Background: an optimization exercise with open tools, aiming at small area and a short achievable clock period. Do not read the settings as production practice.
Only simulation tests tie the RTL to the original design; equivalence was not proved.
Power is estimated from default activity; no workload was simulated.

### design.v
module hpf (
    input  wire        clk,
    input  wire        rst,           
    input  wire        op_valid,
    output wire        op_ready,
    input  wire [3:0]  op_sel,
    input  wire [7:0]  op_cmd,        
    input  wire [7:0]  op_plen,       
    input  wire [8:0]  op_flen,       
    input  wire [15:0] op_alg,        
    input  wire        pl_valid,
    input  wire [7:0]  pl_data,
    output wire        pl_ready,
    output wire        tx_valid,
    output wire [7:0]  tx_data,
    input  wire        tx_ready,
    input  wire        rx_valid,
    input  wire        rx_timeout,
    input  wire [7:0]  rx_data,
    output wire        rx_ready,
    output reg         done,
    output wire        busy,
    output reg  [2:0]  session,
    output reg  [15:0] mode,
    output reg         mode_valid,
    output reg  [2:0]  res_kind,
    output reg         fb_valid,
    output reg  [8:0]  fb_len,
    output reg         info_valid,
    output reg  [7:0]  info_n,
    output reg  [15:0] info_pkt,
    output reg  [15:0] info_id,
    output reg  [7:0]  det_count,
    output reg  [3:0]  err_cause,
    output reg  [8:0]  err_len,
    output reg         close_strobe,
    output wire        det_valid,
    output wire [7:0]  det_kind,
    output wire [15:0] det_ax,
    output wire [15:0] det_ay,
    output wire [15:0] det_bx,
    output wire [15:0] det_by
);
    localparam [3:0] OP_OPEN = 4'h1, OP_SEND = 4'h2, OP_READ_FRAME = 4'h3,
                     OP_READ_RESP = 4'h4, OP_KNOCK = 4'h5, OP_SET_MODE = 4'h6,
                     OP_POLL = 4'h7, OP_CLOSE = 4'h8;
    localparam [2:0] SS_UNINIT = 3'd0, SS_CONN = 3'd1, SS_MODESET = 3'd2,
                     SS_POLLING = 3'd3, SS_CLOSED = 3'd4;
    localparam [2:0] RK_NONE = 3'd0, RK_DONE = 3'd1, RK_FRAME = 3'd2,
                     RK_ACK = 3'd3, RK_SINGLE = 3'd4, RK_DET = 3'd5;
    localparam [3:0] E_TIMEOUT = 4'd1, E_BAD_PREFIX = 4'd2, E_BAD_CSUM = 4'd3,
                     E_ACK_MISMATCH = 4'd4, E_UNKNOWN_CMD = 4'd5,
                     E_UNEXPECTED_CMD = 4'd8, E_BAD_STATE = 4'd9, E_CONTRACT = 4'd10;
    localparam [7:0] C_REQUEST = 8'h20, C_INFO = 8'h29, C_BLOCK = 8'h2A,
                     C_ARROW = 8'h2B, C_KNOCK = 8'h2C, C_SET_ALG = 8'h2D,
                     C_OK = 8'h2E;
    localparam [2:0] ST_IDLE = 3'd0, ST_ADMIT = 3'd1, ST_TX = 3'd2,
                     ST_RX = 3'd3, ST_CHECK = 3'd4;
    reg [2:0]  state;
    reg [3:0]  cur_op;
    reg [7:0]  arg_cmd;
    reg [7:0]  arg_plen;
    reg [8:0]  arg_flen;
    reg [15:0] arg_alg;
    reg [8:0]  tx_idx;
    reg [7:0]  tx_sum;
    reg [8:0]  rx_idx;
    reg [8:0]  rx_len;
    reg [7:0]  rx_sum;
    reg        rx_pfx_ok;
    reg        rx_sum_ok;
    reg [7:0]  fb [0:15];           
    reg        rsp_more;            
    reg [7:0]  remain;
    reg        adm_reserved;
    reg        adm_state_ok;
    reg        adm_args_ok;
    always @* begin
        adm_reserved = (cur_op == 4'h0) || (cur_op > OP_CLOSE);
        case (cur_op)
            OP_OPEN:      adm_state_ok = (session == SS_UNINIT);
            OP_POLL:      adm_state_ok = (session == SS_MODESET) || (session == SS_POLLING);
            default:      adm_state_ok = (session == SS_CONN) || (session == SS_MODESET) ||
                                         (session == SS_POLLING);
        endcase
        case (cur_op)
            OP_READ_FRAME: adm_args_ok = (arg_flen >= 9'd6) && (arg_flen <= 9'd261);
            OP_SET_MODE:   adm_args_ok = (arg_alg <= 16'd6);
            default:       adm_args_ok = 1'b1;
        endcase
    end
    reg  [7:0] tx_plen;
    reg  [7:0] tx_cmd;
    reg  [7:0] tx_byte;
    reg        tx_from_host;        
    wire [8:0] tx_last_idx = {1'b0, tx_plen} + 9'd5;
    always @* begin
        case (cur_op)
            OP_SEND:     begin tx_plen = arg_plen; tx_cmd = arg_cmd;   end
            OP_KNOCK:    begin tx_plen = 8'd0;     tx_cmd = C_KNOCK;   end
            OP_SET_MODE: begin tx_plen = 8'd2;     tx_cmd = C_SET_ALG; end
            default:     begin tx_plen = 8'd0;     tx_cmd = C_REQUEST; end
        endcase
        tx_from_host = 1'b0;
        if (tx_idx == 9'd0)
            tx_byte = 8'h55;
        else if (tx_idx == 9'd1)
            tx_byte = 8'hAA;
        else if (tx_idx == 9'd2)
            tx_byte = 8'h11;
        else if (tx_idx == 9'd3)
            tx_byte = tx_plen;
        else if (tx_idx == 9'd4)
            tx_byte = tx_cmd;
        else if (tx_idx == tx_last_idx)
            tx_byte = tx_sum;
        else if (cur_op == OP_SET_MODE)
            tx_byte = (tx_idx == 9'd5) ? arg_alg[7:0] : arg_alg[15:8];
        else begin
            tx_byte = pl_data;
            tx_from_host = 1'b1;
        end
    end
    assign tx_valid = (state == ST_TX) && (!tx_from_host || pl_valid);
    assign tx_data  = tx_byte;
    assign pl_ready = (state == ST_TX) && tx_from_host && tx_ready;
    wire   tx_fire  = tx_valid && tx_ready;
    assign rx_ready = (state == ST_RX);
    wire   rx_fire  = rx_valid && rx_ready;
    assign op_ready = (state == ST_IDLE);
    assign busy     = (state != ST_IDLE);
    wire [7:0] f_cmd     = fb[4];
    wire       is_ack    = (fb[3] == 8'h00) && (fb[4] == C_OK);
    wire       known_cmd = (f_cmd == C_REQUEST) || (f_cmd == C_INFO) || (f_cmd == C_BLOCK) ||
                           (f_cmd == C_ARROW) || (f_cmd == C_KNOCK) || (f_cmd == C_SET_ALG) ||
                           (f_cmd == C_OK);
    wire       det_cmd   = (f_cmd == C_BLOCK) || (f_cmd == C_ARROW);
    wire       frame_ok  = rx_pfx_ok && rx_sum_ok;
    assign det_valid = (state == ST_CHECK) && rsp_more && frame_ok && det_cmd;
    assign det_kind  = fb[4];
    assign det_ax    = {fb[6],  fb[5]};
    assign det_ay    = {fb[8],  fb[7]};
    assign det_bx    = {fb[10], fb[9]};
    assign det_by    = {fb[12], fb[11]};
    reg [7:0] pfx_byte;
    always @* begin
        case (rx_idx[1:0])
            2'd0:    pfx_byte = 8'h55;
            2'd1:    pfx_byte = 8'hAA;
            default: pfx_byte = 8'h11;
        endcase
    end
    always @(posedge clk) begin
        if (rst) begin
            state        <= ST_IDLE;
            done         <= 1'b0;
            session      <= SS_UNINIT;
            mode_valid   <= 1'b0;
            res_kind     <= RK_NONE;
            fb_valid     <= 1'b0;
            info_valid   <= 1'b0;
            det_count    <= 8'd0;
            err_cause    <= 4'd0;
            err_len      <= 9'd0;
            close_strobe <= 1'b0;
            tx_idx       <= 9'd0;
            tx_sum       <= 8'd0;
            rx_idx       <= 9'd0;
            rx_sum       <= 8'd0;
            rx_pfx_ok    <= 1'b0;
            rsp_more     <= 1'b0;
            remain       <= 8'd0;
        end else begin
            done         <= 1'b0;
            close_strobe <= 1'b0;
            case (state)
                ST_IDLE: begin
                    if (op_valid) begin
                        cur_op    <= op_sel;
                        arg_cmd   <= op_cmd;
                        arg_plen  <= op_plen;
                        arg_flen  <= op_flen;
                        arg_alg   <= op_alg;
                        res_kind  <= RK_NONE;
                        err_cause <= 4'd0;
                        err_len   <= 9'd0;
                        state     <= ST_ADMIT;
                    end
                end
                ST_ADMIT: begin
                    if (adm_reserved || !adm_state_ok || !adm_args_ok) begin
                        err_cause <= (adm_reserved || adm_state_ok) ? E_CONTRACT : E_BAD_STATE;
                        fb_valid  <= 1'b0;
                        det_count <= 8'd0;
                        state     <= ST_IDLE;
                        done      <= 1'b1;
                    end else begin
                        case (cur_op)
                            OP_OPEN: begin
                                session  <= SS_CONN;
                                res_kind <= RK_DONE;
                                state    <= ST_IDLE;
                                done     <= 1'b1;
                            end
                            OP_CLOSE: begin
                                session      <= SS_CLOSED;
                                close_strobe <= 1'b1;
                                res_kind     <= RK_DONE;
                                state        <= ST_IDLE;
                                done         <= 1'b1;
                            end
                            OP_READ_FRAME: begin
                                rx_len    <= arg_flen;
                                rx_idx    <= 9'd0;
                                rx_sum    <= 8'd0;
                                rx_pfx_ok <= 1'b1;
                                fb_valid  <= 1'b0;
                                state     <= ST_RX;
                            end
                            OP_READ_RESP: begin
                                det_count  <= 8'd0;
                                info_valid <= 1'b0;
                                remain     <= 8'd0;
                                rsp_more   <= 1'b0;
                                rx_len     <= 9'd16;
                                rx_idx     <= 9'd0;
                                rx_sum     <= 8'd0;
                                rx_pfx_ok  <= 1'b1;
                                fb_valid   <= 1'b0;
                                state      <= ST_RX;
                            end
                            default: begin   
                                if (cur_op == OP_POLL)
                                    session <= SS_POLLING;
                                tx_idx <= 9'd0;
                                tx_sum <= 8'd0;
                                state  <= ST_TX;
                            end
                        endcase
                    end
                end
                ST_TX: begin
                    if (tx_fire) begin
                        tx_sum <= tx_sum + tx_byte;
                        tx_idx <= tx_idx + 9'd1;
                        if (tx_idx == tx_last_idx) begin
                            case (cur_op)
                                OP_SEND: begin
                                    res_kind <= RK_DONE;
                                    state    <= ST_IDLE;
                                    done     <= 1'b1;
                                end
                                OP_POLL: begin
                                    det_count  <= 8'd0;
                                    info_valid <= 1'b0;
                                    remain     <= 8'd0;
                                    rsp_more   <= 1'b0;
                                    rx_len     <= 9'd16;
                                    rx_idx     <= 9'd0;
                                    rx_sum     <= 8'd0;
                                    rx_pfx_ok  <= 1'b1;
                                    fb_valid   <= 1'b0;
                                    state      <= ST_RX;
                                end
                                default: begin   
                                    rx_len    <= 9'd6;
                                    rx_idx    <= 9'd0;
                                    rx_sum    <= 8'd0;
                                    rx_pfx_ok <= 1'b1;
                                    fb_valid  <= 1'b0;
                                    state     <= ST_RX;
                                end
                            endcase
                        end
                    end
                end
                ST_RX: begin
                    if (rx_fire) begin
                        if (rx_timeout) begin
                            err_cause <= E_TIMEOUT;
                            err_len   <= 9'd0;
                            fb_valid  <= 1'b0;
                            det_count <= 8'd0;
                            remain    <= 8'd0;
                            rsp_more  <= 1'b0;
                            state     <= ST_IDLE;
                            done      <= 1'b1;
                        end else begin
                            if (rx_idx < 9'd16)
                                fb[rx_idx[3:0]] <= rx_data;
                            if (rx_idx <= 9'd2 && rx_data != pfx_byte)
                                rx_pfx_ok <= 1'b0;
                            rx_idx <= rx_idx + 9'd1;
                            if (rx_idx == rx_len - 9'd1) begin
                                rx_sum_ok <= (rx_data == rx_sum);
                                state     <= ST_CHECK;
                            end else begin
                                rx_sum <= rx_sum + rx_data;
                            end
                        end
                    end
                end
                ST_CHECK: begin
                    if (!frame_ok) begin
                        err_cause <= rx_pfx_ok ? E_BAD_CSUM : E_BAD_PREFIX;
                        err_len   <= rx_len;
                        fb_valid  <= 1'b0;
                        det_count <= 8'd0;
                        remain    <= 8'd0;
                        rsp_more  <= 1'b0;
                        state     <= ST_IDLE;
                        done      <= 1'b1;
                    end else begin
                        fb_valid <= 1'b1;
                        fb_len   <= rx_len;
                        case (cur_op)
                            OP_READ_FRAME: begin
                                res_kind <= RK_FRAME;
                                state    <= ST_IDLE;
                                done     <= 1'b1;
                            end
                            OP_KNOCK, OP_SET_MODE: begin
                                if (!is_ack) begin
                                    err_cause <= E_ACK_MISMATCH;
                                    err_len   <= 9'd6;
                                    fb_valid  <= 1'b0;
                                    det_count <= 8'd0;
                                end else begin
                                    if (cur_op == OP_SET_MODE) begin
                                        mode       <= arg_alg;
                                        mode_valid <= 1'b1;
                                        session    <= SS_MODESET;
                                    end
                                    res_kind <= RK_DONE;
                                end
                                state <= ST_IDLE;
                                done  <= 1'b1;
                            end
                            default: begin   
                                if (!rsp_more) begin
                                    if (f_cmd == C_OK) begin
                                        res_kind <= RK_ACK;
                                        state    <= ST_IDLE;
                                        done     <= 1'b1;
                                    end else if (f_cmd == C_INFO) begin
                                        info_n     <= fb[5];
                                        info_pkt   <= {fb[6], fb[5]};
                                        info_id    <= {fb[8], fb[7]};
                                        info_valid <= 1'b1;
                                        remain     <= fb[5];
                                        if (fb[5] == 8'd0) begin
                                            res_kind <= RK_DET;
                                            state    <= ST_IDLE;
                                            done     <= 1'b1;
                                        end else begin
                                            rsp_more  <= 1'b1;
                                            rx_idx    <= 9'd0;
                                            rx_sum    <= 8'd0;
                                            rx_pfx_ok <= 1'b1;
                                            fb_valid  <= 1'b0;
                                            state     <= ST_RX;
                                        end
                                    end else if (known_cmd) begin
                                        res_kind <= RK_SINGLE;
                                        state    <= ST_IDLE;
                                        done     <= 1'b1;
                                    end else begin
                                        err_cause <= E_UNKNOWN_CMD;
                                        err_len   <= 9'd16;
                                        fb_valid  <= 1'b0;
                                        det_count <= 8'd0;
                                        state     <= ST_IDLE;
                                        done      <= 1'b1;
                                    end
                                end else begin
                                    if (!det_cmd) begin
                                        err_cause <= known_cmd ? E_UNEXPECTED_CMD : E_UNKNOWN_CMD;
                                        err_len   <= 9'd16;
                                        fb_valid  <= 1'b0;
                                        det_count <= 8'd0;
                                        remain    <= 8'd0;
                                        rsp_more  <= 1'b0;
                                        state     <= ST_IDLE;
                                        done      <= 1'b1;
                                    end else begin
                                        det_count <= det_count + 8'd1;
                                        remain    <= remain - 8'd1;
                                        if (remain == 8'd1) begin
                                            rsp_more <= 1'b0;
                                            res_kind <= RK_DET;
                                            state    <= ST_IDLE;
                                            done     <= 1'b1;
                                        end else begin
                                            rx_idx    <= 9'd0;
                                            rx_sum    <= 8'd0;
                                            rx_pfx_ok <= 1'b1;
                                            fb_valid  <= 1'b0;
                                            state     <= ST_RX;
                                        end
                                    end
                                end
                            end
                        endcase
                    end
                end
                default: state <= ST_IDLE;
            endcase
        end
    end
endmodule
### run.sh
#!/bin/bash
# synth_recipe.tcl (not shown) runs the flow's synth.tcl, then flattens the netlist and writes it again
# the make line also repeats each setting of config.mk as NAME=value (left out here)
make -C /OpenROAD-flow-scripts/flow DESIGN_CONFIG=/design/flow/config.mk WORK_HOME=/design/flow/orfs CLKGATE_MAP_FILE= SYNTH_SCRIPT=/design/flow/synth_recipe.tcl finish
### config.mk
export PLATFORM = sky130hd
export DESIGN_NAME = hpf
export DESIGN_NICKNAME = hpf
export VERILOG_FILES = /design/flow/design.v
export SDC_FILE = /design/flow/constraint.sdc
export NUM_CORES = 4
export LEC_CHECK = 0
export CAP_MARGIN = 20
export CORE_MARGIN = 2
export CORE_UTILIZATION = 40
export SLEW_MARGIN = 20
### constraint.sdc
create_clock -name core_clock -period 6.0 [get_ports {clk}]
set_input_delay 1.2000 -clock core_clock [delete_from_list [all_inputs] [get_ports {clk}]]
set_output_delay 1.2000 -clock core_clock [all_outputs]
set_load 0.01 [all_outputs]
==> impl_metrics.ini <==
[synthesis]
synth_fp_nets = 1192
synth.ff_latch_count = 271
syn_inst = 1094
ys_types = 74
synth_edf_count = 192
netlist_area_pre_place_um2 = 12380
yosys.area.top_type = sky130_fd_sc_hd__edfxtp_1
synth-main-ff-cell = sky130_fd_sc_hd__edfxtp_1
netlist_top_cells_area = sky130_fd_sc_hd__edfxtp_1 (47%), sky130_fd_sc_hd__dfxtp_1 (13%), sky130_fd_sc_hd__nor2_1 (3.6%)
sequential_fraction_of_the_synthesis_area_pct = 59.33
syn-mean-instance-area_um2 = 11.32
yosysWarningCount = 1
netlist.area_leader.share_pct = 46.56
synth-async-reset-ratio_pct = 0

[sta]
final.setup.tns_ns = 0
timing.hold.ws_ns = 0.4465
finalHoldViolCount = 0
grt_setup_unrepaired = false
period_share_pct = 96.17
worst-slew-pin-transition_ns = 1.095
worst_clock_skew_ns = 0.02287
final.min_clock_period_ns = 5.770
setup_viol = 0
worst_slew_margin_rel_pct = 26.97
final-max-slew-violation-count = 0
fmaxAchievable_mhz = 173.3

[clock_network]
clock_path_buffers = 3
clkLatencyLatePin_ns = 0.57
cts_hold_buf = 0
path_clk_slew_ns = 0.06
cts_root_buf = sky130_fd_sc_hd__clkbuf_16
clock_tree.htree_level_count = 1
clkSinkCount = 271
cts_tree = yes
tritoncts_buffers = 29

[layout]
final_area_um2 = 16390
finalNetCount = 1441
insertedDiodeCount = 0
mostFrequentLayoutCell = sky130_fd_sc_hd__clkdlybuf4s50_1
areaGrowthSynthToFinish_pct = 32.34
drive_above_1_share_pct = 7.467
most-common-layout-cells = sky130_fd_sc_hd__clkdlybuf4s50_1 (244), sky130_fd_sc_hd__edfxtp_1 (192), sky130_fd_sc_hd__nor2_1 (117)

[route]
routed-via-count = 9686
firstDrtPassIters = 5
drc_errors = 0
antenna_violating_nets_post_route = 0
routed_wire_length_per_instance_um = 20.20
drt-initial-drc-count = 656
routed_wl_um = 35600
viasPerCell = 5.497

[worst_setup_path]
worst-endpoint-required_ns = 4.80
timing.critical_path.fanout_max = 14
crit_path_end_kind = output port
critical-path-top-delay-family = simple AND/OR/NAND/NOR gates
cp_cell_sequence = buf_4, or4b_1, or4_1, a2111oi_2, a311oi_1, nor4_4, buf_4, buf_6, mux2i_1, o22ai_1, a21oi_1, nor2_2, clkdlybuf4s50_1
crit_path_frequent_cell = sky130_fd_sc_hd__buf_4
cp.arrival_ns = 4.57
critPathMaxStageDelay_ns = 0.54
critPathLaunchType = register
critical_path_buf_inv_count = 4
worstSetupPathType = reg -> out
slowest_cp_cell = sky130_fd_sc_hd__or4b_1

[floorplanning]
boundaryPins = 251
floorplan.die.height_um = 180.0
die_w_um = 180.0
die_area_um2 = 32380
rows = 64
design.core.area_um2 = 30510
initial_core_util_pct = 40.59

[global_route]
use_met3_pct = 5.328
gr_busiest_metal = met2
grt_start_max_net_pins = 71
first_global_vias = 9315
gr-usage-all-layers_pct = 21.34
first_pass_grt_wire_length_um = 54790
globalRouteMet2Util_pct = 35.74
met1_usage_pct = 27.88
overflow = 0
grt_antenna_before_repair = 0

[placed_design]
post-dp-hpwl_um = 25770
dpl-instance-area_um2 = 15250
place.gp.congestion = 0.8925
port-buffer-count = 250

[flow_run]
max_cap_violations = 0

[min_path]
min-delay-path-class = reg -> reg

[pwr]
max-vdd-ir-drop_mv = 0.2034
p_leak_nw = 5.788
p_per_area_nw_per_um2 = 312.5

[outcome]
outcome = complete, no violations
## Yosys cell counts, types with 17 or more instances
cell                       count
sky130_fd_sc_hd__nor2_1      119
sky130_fd_sc_hd__ha_1         28
sky130_fd_sc_hd__nor3_1       30
sky130_fd_sc_hd__and2_1       18
sky130_fd_sc_hd__a21oi_1      66
sky130_fd_sc_hd__xnor2_1      22
sky130_fd_sc_hd__clkbuf_1     42
sky130_fd_sc_hd__dfxtp_1      79
sky130_fd_sc_hd__edfxtp_1    192
sky130_fd_sc_hd__xor2_1       22
sky130_fd_sc_hd__nor4_1       17
sky130_fd_sc_hd__and3_1       22
sky130_fd_sc_hd__a22oi_1      23
sky130_fd_sc_hd__nand3_1      26
sky130_fd_sc_hd__nand2_1      63
sky130_fd_sc_hd__inv_1        31
sky130_fd_sc_hd__o21ai_0      52
sky130_fd_sc_hd__or3_1        17
## metrics by stage
step | instances | utilization (%) | power (W) | setup WS [ns]
6_report | 1762 | 53.72 | 0.005121 | 0.2296
5_1_grt | 1762 | 53.72 | 0.005358 | 0.01940
4_1_cts | 1755 | 53.40 | 0.005142 | 0.005889
3_5_place_dp | 1696 | 49.98 | 0.003305 | 0.3163
3_3_place_gp | 1696 | 49.98 | 0.003305 | 0.4681
2_1_floorplan | 1094 | - | 0.002914 | 0.4954
## per-layer routing
metal	wire (um)	share of wire, %	vias up
li1	-	-	4614
met1	15080	42	4678
met2	17070	48	342
met3	2651	7.4	52
met4	801	2.3	0
met5	0	0	-
## layout make-up
class,count,area [um2]
fillers,2736,14120
flip-flops and latches,271,7347
multi-input cells,732,4705
repair buffers,277,2729
clock buffers,42,864.6
well taps,396,495.5
clock inverters,12,127.6
inverters,32,120.1
## path summary, 6_finish.rpt
check / startpoint / end / slack (ns) / cells after the start
worst min-delay path: fb[7][3] / info_id[3] / 0.45 / 0
worst max register to register: cur_op[0] / tx_sum[7] / 0.57 / 20
worst max-delay path: cur_op[0] / tx_data[4] / 0.23 / 13
worst min register to register: fb[7][3] / info_id[3] / 0.45 / 0
## what timing repair did
action / 4_1_cts / 5_1_grt
buffers inserted: 5 / 6
endpoints found under the setup margin: 8 / 8
resized for setup: 2 / 13
pin swaps: 1 / 3
## state kept, by name, indices dropped and copies added, names as in the netlist, 3 cells and up
register,cells
arg_cmd,8
info_id,16
rx_idx,9
err_cause,4
state,3
fb,80
arg_flen,9
cur_op,4
info_n,7
tx_idx,9
tx_sum,8
rx_sum,8
info_pkt,9
arg_alg,16
remain,8
session,3
rx_len,9
det_count,8
err_len,9
mode,16
arg_plen,8
fb_len,9
res_kind,3
## power breakdown
| part | leakage [nW] | internal, W | switching (W) | total [W] |
|---|---|---|---|---|
| sequential | 2.38 | 0.00212 | 0.000117 | 0.00224 |
| clock | 0.479 | 0.00109 | 0.000742 | 0.00183 |
| combinational | 2.93 | 0.000438 | 0.000614 | 0.00105 |
## logic make-up after synthesis
family | synth area share, %
fa+ha+maj | 3.153
mux | 1.223
compound gates | 14.11
buf+inv | 3.082
xor+xnor | 3.304
simple gates | 15.80
flops | 59.33

## separate check: timing with driven ports
The results above use ideal ports. As a check the final layout listed here was re-extracted and re-timed, cells and wires unchanged. Step 1: set_driving_cell puts a clkbuf_16 on clk and a buf_2 on each other input, an assumption about the parent block. Step 2, shift: input delay + t, output delay - t, t = (earliest + latest rising clock arrival at the registers) / 2. This alone moves slack from input paths to output paths. a / b / c = ideal ports / drivers / drivers and shift; a / b = the first two.
t, ns: 0.607
setup slack, ns: 0.230 / 0.178 / 0.571
worst setup path after step 2: register to register
clock arrival spread, ns: 0.023 / 0.023
worst slew at a driven data input, ns: 0.05
After both steps this run still meets setup and hold. The setup slack of this run moves by -0.052 ns with the drivers and by +0.341 ns with both steps.
